From an optimization exercise on the open Yosys and OpenROAD flow, aimed at small area, a short achievable clock period and few clock cycles; shortcuts taken in it are not production practice.
Function was checked by simulation only, so behaviour that the tests miss may differ from the original.

==> design.v <==
module fp32_round #(
    parameter W = 48
) (
    input  wire               sign,
    input  wire [W-1:0]       sig,
    input  wire signed [11:0] exp_in,
    output reg  [31:0]        result
);
    integer i;
    reg [6:0]         lz;
    reg               found;
    reg [W-1:0]       norm;
    reg signed [12:0] be;
    reg [12:0]        total_sh;
    reg [W-1:0]       shifted;
    reg [23:0]        keep;
    reg               guard;
    reg               sticky;
    reg               inc;
    reg [7:0]         be_field;
    reg [30:0]        pk;
    always @* begin
        lz = 7'd0;
        found = 1'b0;
        for (i = W - 1; i >= 0; i = i - 1) begin
            if (!found) begin
                if (sig[i]) found = 1'b1;
                else lz = lz + 7'd1;
            end
        end
        norm = sig << lz;
        be = $signed({exp_in[11], exp_in}) - $signed({6'd0, lz}) + (W - 1) + 127;
        if (be < 1)
            total_sh = (W - 24) + (1 - be);
        else
            total_sh = W - 24;
        if (total_sh > W + 1)
            total_sh = W + 1;
        shifted = norm >> total_sh;
        keep    = shifted[23:0];
        guard   = 1'b0;
        sticky  = 1'b0;
        for (i = 0; i < W; i = i + 1) begin
            if (i == total_sh - 1) guard = norm[i];
            if (i < total_sh - 1)  sticky = sticky | norm[i];
        end
        inc = guard & (sticky | keep[0]);
        be_field = (be < 1) ? 8'd0 : be[7:0];
        pk   = {be_field, keep[22:0]} + {30'd0, inc};
        if (sig == {W{1'b0}})
            result = {sign, 31'd0};
        else if (be > 254)
            result = {sign, 8'hFF, 23'd0};
        else
            result = {sign, pk};
    end
endmodule
module fp32_mul (
    input  wire [31:0] a,
    input  wire [31:0] b,
    output wire [31:0] y
);
    wire [7:0]  ea = a[30:23];
    wire [7:0]  eb = b[30:23];
    wire [23:0] ma = {ea != 8'd0, a[22:0]};
    wire [23:0] mb = {eb != 8'd0, b[22:0]};
    wire [8:0]  eae = (ea == 8'd0) ? 9'd1 : {1'b0, ea};
    wire [8:0]  ebe = (eb == 8'd0) ? 9'd1 : {1'b0, eb};
    wire [47:0]        prod   = ma * mb;
    wire signed [11:0] exp_in = $signed({3'd0, eae}) + $signed({3'd0, ebe}) - 12'sd300;
    fp32_round #(.W(48)) u_round (
        .sign   (a[31] ^ b[31]),
        .sig    (prod),
        .exp_in (exp_in),
        .result (y)
    );
endmodule
module fp32_add (
    input  wire [31:0] a,
    input  wire [31:0] b,
    output wire [31:0] y
);
    wire        swap  = b[30:0] > a[30:0];
    wire [31:0] big   = swap ? b : a;
    wire [31:0] sml = swap ? a : b;
    wire [7:0]  eb_raw = big[30:23];
    wire [7:0]  es_raw = sml[30:23];
    wire [7:0]  eb = (eb_raw == 8'd0) ? 8'd1 : eb_raw;
    wire [7:0]  es = (es_raw == 8'd0) ? 8'd1 : es_raw;
    wire [23:0] mb = {eb_raw != 8'd0, big[22:0]};
    wire [23:0] ms = {es_raw != 8'd0, sml[22:0]};
    wire [7:0]  d  = eb - es;
    reg  [26:0] ext;
    reg  [26:0] ms_al;
    reg         st;
    integer i;
    always @* begin
        ext   = {ms, 3'b000};
        ms_al = ext >> d;
        st = 1'b0;
        for (i = 0; i < 27; i = i + 1)
            if (i < d) st = st | ext[i];
        ms_al[0] = ms_al[0] | st;
    end
    wire        sub = big[31] ^ sml[31];
    wire [27:0] sum = sub ? ({1'b0, mb, 3'b000} - {1'b0, ms_al})
                          : ({1'b0, mb, 3'b000} + {1'b0, ms_al});
    wire signed [11:0] exp_in = $signed({4'd0, eb}) - 12'sd153;
    wire        sgn = (sum == 28'd0) ? (a[31] & b[31]) : big[31];
    fp32_round #(.W(28)) u_round (
        .sign   (sgn),
        .sig    (sum),
        .exp_in (exp_in),
        .result (y)
    );
endmodule
module rvc_voice (
    input  wire        clk,
    input  wire        rst,           
    input  wire        cmd_valid,
    output wire        cmd_ready,
    input  wire [3:0]  cmd_op,
    input  wire [2:0]  cmd_voice,
    input  wire [31:0] cmd_data,
    output wire [14:0] mem_addr,      
    input  wire [15:0] mem_rdata,     
    output reg         out_valid,
    output reg  [31:0] out_l,
    output reg  [31:0] out_r,
    output reg         rd_valid,
    output reg  [31:0] rd_data
);
    localparam [3:0] OP_WR_VCTRL = 4'd1,
                     OP_WR_VLEN  = 4'd2,
                     OP_WR_VGAIN = 4'd3,
                     OP_WR_VPAN  = 4'd4,
                     OP_TRIGGER  = 4'd5,
                     OP_SAMPLE   = 4'd6,
                     OP_READ     = 4'd7;
    localparam [12:0] MAX_SAMPLES  = 13'd4096;
    localparam [31:0] DECAY_FACTOR = 32'h3F7D70A4;    
    localparam [31:0] DECAY_FLOOR  = 32'h3A800000;    
    localparam [31:0] F_ONE        = 32'h3F800000;
    localparam [3:0] S_IDLE = 4'd0,
                     S_TRG0 = 4'd1,    
                     S_TRG1 = 4'd2,    
                     S_V0   = 4'd3,    
                     S_V1   = 4'd4,    
                     S_V2   = 4'd5,    
                     S_V3   = 4'd6,    
                     S_V4   = 4'd7,    
                     S_V5   = 4'd8,    
                     S_DONE = 4'd9;
    reg        enabled    [0:7];
    reg        playing    [0:7];
    reg        decay_on   [0:7];
    reg [12:0] length     [0:7];
    reg [11:0] pos        [0:7];
    reg [31:0] gain       [0:7];
    reg [4:0]  pan        [0:7];
    reg [31:0] decay_amp  [0:7];
    reg [3:0]  state;
    reg [2:0]  vi;           
    reg [31:0] acc;
    reg [31:0] prod;
    integer k;
    function [31:0] pan_l;
        input [4:0] p;
        case (p)
            5'd0:  pan_l = 32'h3F800000;
            5'd1:  pan_l = 32'h3F7F069E;
            5'd2:  pan_l = 32'h3F7C1C5C;
            5'd3:  pan_l = 32'h3F7746EA;
            5'd4:  pan_l = 32'h3F708FB2;
            5'd5:  pan_l = 32'h3F6803CA;
            5'd6:  pan_l = 32'h3F5DB3D7;
            5'd7:  pan_l = 32'h3F51B3F3;
            5'd8:  pan_l = 32'h3F441B7D;
            5'd9:  pan_l = 32'h3F3504F3;
            5'd10: pan_l = 32'h3F248DBB;
            5'd11: pan_l = 32'h3F12D5E8;
            5'd12: pan_l = 32'h3F000000;
            5'd13: pan_l = 32'h3ED8616C;
            5'd14: pan_l = 32'h3EAF1D44;
            5'd15: pan_l = 32'h3E8483EE;
            5'd16: pan_l = 32'h3E31D0D4;
            5'd17: pan_l = 32'h3DB27EB6;
            default: pan_l = 32'h00000000;
        endcase
    endfunction
    function [31:0] pan_r;
        input [4:0] p;
        pan_r = pan_l(5'd18 - p);
    endfunction
    function [31:0] sample_to_f32;
        input [15:0] s;
        reg   [15:0] mag;
        reg   [4:0]  msb;
        reg   [22:0] frac;
        integer j;
        begin
            mag = s[15] ? (~s + 16'd1) : s;
            msb = 5'd0;
            for (j = 0; j < 16; j = j + 1)
                if (mag[j]) msb = j[4:0];
            frac = {mag, 7'd0} << (5'd16 - msb);
            if (s == 16'd0)
                sample_to_f32 = 32'd0;
            else if (s == 16'h8000)
                sample_to_f32 = 32'hBF800000;
            else
                sample_to_f32 = {s[15], 8'd112 + {3'd0, msb}, frac};
        end
    endfunction
    function [31:0] clamp_gain;
        input [31:0] g;
        begin
            if ((g[30:23] == 8'hFF && g[22:0] != 23'd0) || g[31] || g[30:0] == 31'd0)
                clamp_gain = 32'd0;
            else if (g[30:0] >= F_ONE[30:0])
                clamp_gain = F_ONE;
            else
                clamp_gain = g;
        end
    endfunction
    reg  [31:0] mul_a, mul_b, add_a, add_b;
    wire [31:0] mul_y, add_y;
    fp32_mul u_mul (.a(mul_a), .b(mul_b), .y(mul_y));
    fp32_add u_add (.a(add_a), .b(add_b), .y(add_y));
    wire [31:0] sample_f = sample_to_f32(mem_rdata);
    always @* begin
        mul_a = acc;
        mul_b = gain[vi];
        add_a = acc;
        add_b = sample_f;
        case (state)
            S_TRG1: begin mul_a = sample_f;     mul_b = gain[vi];        end
            S_V0:   begin mul_a = decay_amp[vi]; mul_b = DECAY_FACTOR;   end
            S_V3:   begin mul_a = acc;          mul_b = pan_l(pan[vi]);  end
            S_V4:   begin mul_a = acc;          mul_b = pan_r(pan[vi]);
                          add_a = out_l;        add_b = prod;            end
            S_V5:   begin add_a = out_r;        add_b = prod;            end
            default: ;
        endcase
    end
    assign cmd_ready = (state == S_IDLE);
    assign mem_addr  = {vi, pos[vi]};
    wire decay_audible = decay_amp[vi][30:0] > DECAY_FLOOR[30:0];
    wire last_voice    = (vi == 3'd7);
    wire at_end        = ({1'b0, pos[vi]} + 13'd1) == length[vi];
    always @(posedge clk) begin
        if (rst) begin
            state     <= S_IDLE;
            vi        <= 3'd0;
            out_valid <= 1'b0;
            rd_valid  <= 1'b0;
            for (k = 0; k < 8; k = k + 1) begin
                enabled[k]   <= 1'b0;
                playing[k]   <= 1'b0;
                decay_on[k]  <= 1'b0;
                length[k]    <= 13'd0;
                pos[k]       <= 12'd0;
                gain[k]      <= F_ONE;
                pan[k]       <= 5'd9;
                decay_amp[k] <= 32'd0;
            end
        end else begin
            out_valid <= 1'b0;
            rd_valid  <= 1'b0;
            case (state)
                S_IDLE: if (cmd_valid) begin
                    vi <= cmd_voice;
                    case (cmd_op)
                        OP_WR_VCTRL:
                            if (cmd_data[0] && !enabled[cmd_voice] && length[cmd_voice] != 13'd0)
                                enabled[cmd_voice] <= 1'b1;
                        OP_WR_VLEN:
                            if (!enabled[cmd_voice])
                                length[cmd_voice] <= (cmd_data > {19'd0, MAX_SAMPLES}) ?
                                                     MAX_SAMPLES : cmd_data[12:0];
                        OP_WR_VGAIN:
                            gain[cmd_voice] <= clamp_gain(cmd_data);
                        OP_WR_VPAN:
                            pan[cmd_voice] <= (cmd_data > 32'd18) ? 5'd18 : cmd_data[4:0];
                        OP_TRIGGER:
                            if (enabled[cmd_voice]) begin
                                if (!playing[cmd_voice])
                                    playing[cmd_voice] <= 1'b1;
                                else
                                    state <= S_TRG0;
                            end
                        OP_SAMPLE: begin
                            vi    <= 3'd0;
                            out_l <= 32'd0;
                            out_r <= 32'd0;
                            state <= S_V0;
                        end
                        OP_READ: begin
                            rd_valid <= 1'b1;
                            case (cmd_data[2:0])
                                3'd0: rd_data <= {29'd0, decay_on[cmd_voice], playing[cmd_voice],
                                                  enabled[cmd_voice]};
                                3'd1: rd_data <= {19'd0, length[cmd_voice]};
                                3'd2: rd_data <= gain[cmd_voice];
                                3'd3: rd_data <= {27'd0, pan[cmd_voice]};
                                3'd4: rd_data <= {20'd0, pos[cmd_voice]};
                                3'd5: rd_data <= decay_amp[cmd_voice];
                                default: rd_data <= 32'd0;
                            endcase
                        end
                        default: ;
                    endcase
                end
                S_TRG0: state <= S_TRG1;
                S_TRG1: begin
                    decay_amp[vi] <= mul_y;
                    decay_on[vi]  <= 1'b1;
                    pos[vi]       <= 12'd0;
                    state         <= S_IDLE;
                end
                S_V0: begin
                    acc <= 32'd0;
                    if (!enabled[vi]) begin
                        if (last_voice) state <= S_DONE;
                        else vi <= vi + 3'd1;
                    end else begin
                        if (decay_on[vi]) begin
                            if (decay_audible) begin
                                decay_amp[vi] <= mul_y;
                                acc           <= mul_y;    
                            end else begin
                                decay_on[vi]  <= 1'b0;
                            end
                        end
                        state <= S_V1;
                    end
                end
                S_V1: begin
                    if (playing[vi]) begin
                        acc   <= add_y;
                        state <= S_V2;
                    end else begin
                        if (last_voice) state <= S_DONE;
                        else begin
                            vi    <= vi + 3'd1;
                            state <= S_V0;
                        end
                    end
                end
                S_V2: begin
                    acc <= mul_y;
                    if (at_end) begin
                        playing[vi]   <= 1'b0;
                        decay_amp[vi] <= mul_y;
                        decay_on[vi]  <= 1'b1;
                        pos[vi]       <= 12'd0;
                    end else begin
                        pos[vi]       <= pos[vi] + 12'd1;
                    end
                    state <= S_V3;
                end
                S_V3: begin
                    prod  <= mul_y;
                    state <= S_V4;
                end
                S_V4: begin
                    out_l <= add_y;
                    prod  <= mul_y;
                    state <= S_V5;
                end
                S_V5: begin
                    out_r <= add_y;
                    if (last_voice) state <= S_DONE;
                    else begin
                        vi    <= vi + 3'd1;
                        state <= S_V0;
                    end
                end
                S_DONE: begin
                    out_valid <= 1'b1;
                    state     <= S_IDLE;
                end
                default: state <= S_IDLE;
            endcase
        end
    end
endmodule
==> run.sh <==
#!/bin/bash
# synth_recipe.tcl (not shown) runs the flow's synth.tcl, then flattens the netlist and writes it again
# the make line also repeats each setting of config.mk as NAME=value (left out here)
make -C /OpenROAD-flow-scripts/flow DESIGN_CONFIG=/design/flow/config.mk WORK_HOME=/design/flow/orfs CLKGATE_MAP_FILE= SYNTH_SCRIPT=/design/flow/synth_recipe.tcl finish
==> config.mk <==
export PLATFORM = sky130hd
export DESIGN_NAME = rvc_voice
export DESIGN_NICKNAME = rvc_voice
export VERILOG_FILES = /design/flow/design.v
export SDC_FILE = /design/flow/constraint.sdc
export NUM_CORES = 4
export LEC_CHECK = 0
export CAP_MARGIN = 20
export CORE_MARGIN = 2
export CORE_UTILIZATION = 40
export SLEW_MARGIN = 20
==> constraint.sdc <==
create_clock -name core_clock -period 55.0 [get_ports {clk}]
set_input_delay 11.0000 -clock core_clock [delete_from_list [all_inputs] [get_ports {clk}]]
set_output_delay 11.0000 -clock core_clock [all_outputs]
set_load 0.01 [all_outputs]
==> flow_metrics.env <==
export IMPL_grt_pass1_vias=99412
export IMPL_critical_path_arrival_ns=53.04
export IMPL_drc_errors=0
export IMPL_finalCriticalPeriod_ns=52.64
export IMPL_setup_viol=0
export IMPL_floorplan_initialDensity_pct=40.13
export IMPL_drtAntennaViolNets=0
export IMPL_synth_area_um2=106200
export IMPL_gp_congestion=1.032
export IMPL_die_w_um=519.2
export IMPL_maxCapViolations=0
export IMPL_fin_area_um2=116900
export IMPL_r2r_setup_slack_ns=12.19
export IMPL_synth_main_ff_cell="edfxtp_1"
export IMPL_busiest_layer="met2"
export IMPL_critPathKind="input pin to flip-flop"
export IMPL_cts_buffers=96
export IMPL_setup_worst_path_end_class="flip-flop"
export IMPL_rsz0062_at_grt="true"
export IMPL_yosys_register_bits=948
export IMPL_cts_sinks=948
export IMPL_synth_seq_area_share_pct=26.62
export IMPL_grt_pass1_wl_um=653700
export IMPL_slew_violations=0
export IMPL_avgSynthCellArea_um2=8.464
export IMPL_drtPass1Iterations=7
export IMPL_grt_max_degree=139
export IMPL_drt_iter0_markers=13431
export IMPL_synth_top_area_share_pct=26.24
export IMPL_synth_most_common_cell="nor2_1"
export IMPL_hp_class="flip-flop to flip-flop"
export IMPL_hpwl_um=329700
export IMPL_async_reset_ff_share_pct=0
export IMPL_crit_path_max_incr_delay_ns=0.91
export IMPL_required_ns=55.40
export IMPL_worstSkewPairLatency_ns=0.75
export IMPL_drt_total_wl_um=443900
export IMPL_gr_total_overflow=0
export IMPL_synth_cells=12546
export IMPL_fp_coreArea_um2=264600
export IMPL_numPortBuffers=171
export IMPL_finalNonFillerCells=16091
export IMPL_track_usage_pct=31.64
export IMPL_drive_gt1_share_pct=9.740
export IMPL_synth_common_cells="nor2_1 (1550), nand2_1 (1460), edfxtp_1 (928)"
export IMPL_place_area_um2=113200
export IMPL_use_met1_pct=42.69
export IMPL_htree_levels=3
export IMPL_fin_skew_ns=0.07946
export IMPL_die_h_um=519.2
export IMPL_rows=189
export IMPL_cts_clk_slew_worst_paths_ns=0.06
export IMPL_root_buffer="clkbuf_16"
export IMPL_yosysTopAreaCell="edfxtp_1"
export IMPL_fmax_ghz=0.01900
export IMPL_status="finished clean"
export IMPL_dpl_worst_slack_ns=0.2552
export IMPL_dp_cells=15885
export IMPL_hold_violations=0
export IMPL_io_pins=172
export IMPL_cts_hold_buf=0
export IMPL_setup_slack_ns=2.361
export IMPL_slowest_stage="a2111oi_1"
export IMPL_synth_edff_count=928
export IMPL_use_met3_pct=5.401
export IMPL_fin_nets=13422
export IMPL_yosys_warnings=4
export IMPL_ctsLongestPathBuffers=3
export IMPL_die_area_um2=269600
export IMPL_wl_per_cell_um=27.58
export IMPL_finalCritPeriodShare_pct=95.71
export IMPL_tightest_slew_ns=1.338
export IMPL_cts_tree="done"
export IMPL_gr_usage_met2_pct=49.69
export IMPL_cp_start_kind="input pin"
export IMPL_relSlewSlack_pct=9.828
export IMPL_fillers=25898
export IMPL_area_growth_pct=10.08
export IMPL_tns_ns=0
export IMPL_synth_area_leaders="edfxtp_1 (26%), fa_1 (9.2%), nor2_1 (5.5%)"
export IMPL_vias=103224
export IMPL_critPathMaxFanout=39
export IMPL_viasPerCell=6.415
export IMPL_ys_types=132
export IMPL_crit_top_cell="ha_1"
export IMPL_antenna_found_initial=18
## through the flow
stage | hold WS, ns | utilization [%]
2_1_floorplan | 0.4490 | -
3_3_place_gp | 0.4674 | 42.77
3_5_place_dp | 0.4757 | 42.77
4_1_cts | 0.4890 | 44.01
5_1_grt | 0.5057 | 44.17
6_report | 0.4907 | 44.18
## layer usage
layer  up-vias  share of wire [%]  wire, um
li1      45087                  -         -
met1     50693                 40    178900
met2      6308                 45    198200
met3      1120                 10     44500
met4        16                5.0     22190
met5         -              0.022        99
## final timing paths
kind	from	endpoint	depth (start not counted)
worst max-delay path	mem_rdata[0]	acc[12]	197
worst min-delay path	enabled[1]	enabled[1]	1
worst max register to register	flip-flop	acc[12]	197
worst min register to register	enabled[1]	enabled[1]	1
## registers in the layout, summed over array words and instances (netlist names), named ones only
register,flops
acc,32
decay_amp,256
decay_on,8
enabled,8
gain,256
length,104
out_l,32
out_r,32
out_valid,1
pan,40
playing,8
pos,96
prod,32
rd_data,32
rd_valid,1
state,4
vi,3
## kinds of logic (layout without fill, tap and decap cells)
| logic type | count (synthesis) | after routing | synth area share (%) |
|---|---|---|---|
| and+or+nand+nor | 4912 | 4914 | 21.56 |
| AOI/OAI and AO/OA | 3074 | 3074 | 19.67 |
| other | 1 | 28 | 0.003531 |
| DFF | 948 | 948 | 26.62 |
| xor gates and xnor gates | 435 | 435 | 4.159 |
| muxes | 549 | 549 | 7.693 |
| adders and majority gates | 910 | 910 | 14.14 |
| buffers and inverters | 1717 | 1700 | 6.162 |
## area by class of cell
cell class	count	area (um2)	area share [%]
well taps	3533	4420	3.781
multi-input cells	9898	72280	61.83
inverters	916	3442	2.944
diodes	12	30.03	0.02569
clock inverters	67	808.3	0.6914
repair buffers	605	5181	4.432
flip-flops and latches	948	28280	24.19
clock buffers	112	2462	2.106
## layout by cell type, fill, tap and decap left out, drive strengths merged, types with 44 or more instances in the layout
cell type      synthesis  final
clkdlybuf4s50          0    162
nor2                1555   1555
nand4                175    175
a21oi                658    658
buf                  127    437
and3                 101    101
a22oi                341    341
nor2b                111    111
nand2b               116    116
clkinv                 8     49
clkbuf               674    112
o31ai                 65     65
o21bai                44     44
a22o                  96     96
nor3                 261    261
nand2               1461   1462
a211oi               115    115
o21a                  79     79
o21ai                618    618
and2                 381    381
xor2                 132    132
or3                   79     79
xnor2                270    270
fa                   487    487
a21o                 100    100
a221oi                79     79
o211ai               125    125
nor4                  93     93
inv                  908    914
a31oi                130    130
o22ai                 90     90
nand3                339    339
mux2i                269    269
edfxtp               928    928
mux4                 206    206
or2                  103    103
ha                   412    412
mux2                  74     74
## what timing repair did
| action | in CTS | in global routing |
|---|---|---|
| setup buffers | 0 | 12 |
| gates resized for setup | 0 | 73 |
| setup endpoints to repair | 0 | 370 |
## critical path, delay by kind of cell
kind                       cells  cell delay [ns]
AOI/OAI and AO/OA             71            14.33
muxes                         10             2.01
adders and majority gates     34            11.69
and+or+nand+nor               52             8.93
xor gates and xnor gates      11             2.33
buffers and inverters         19             2.63
Testbench counts, summed over its fixed seeds: cycles 499,776.

## static timing again, ports no longer ideal
Ports are ideal in the flow. The routed layout listed here was re-timed in OpenROAD.
Step 1 sets driving cells, clkbuf_16 on the clock port and buf_2 on the other inputs (assumed; they add their load-dependent delay and slew).
Step 2 moves the port delays by t, midway between the first and last clock arrival at a register: inputs arrive t later, outputs are due t later. That takes back most of the time a late clock gives input paths.
Three values: no drivers, after step 1, after step 2; two values: the first two.
t, ns: 0.784
slack for setup (ns): 2.361 / 2.415 / 1.630
worst setup path after step 2: input to register
worst register clock-pin slew, ns: 0.07 / 0.07
After both steps setup and hold are still met in this run. The setup slack of this run moves by +0.054 ns with the drivers and by -0.731 ns with both steps.
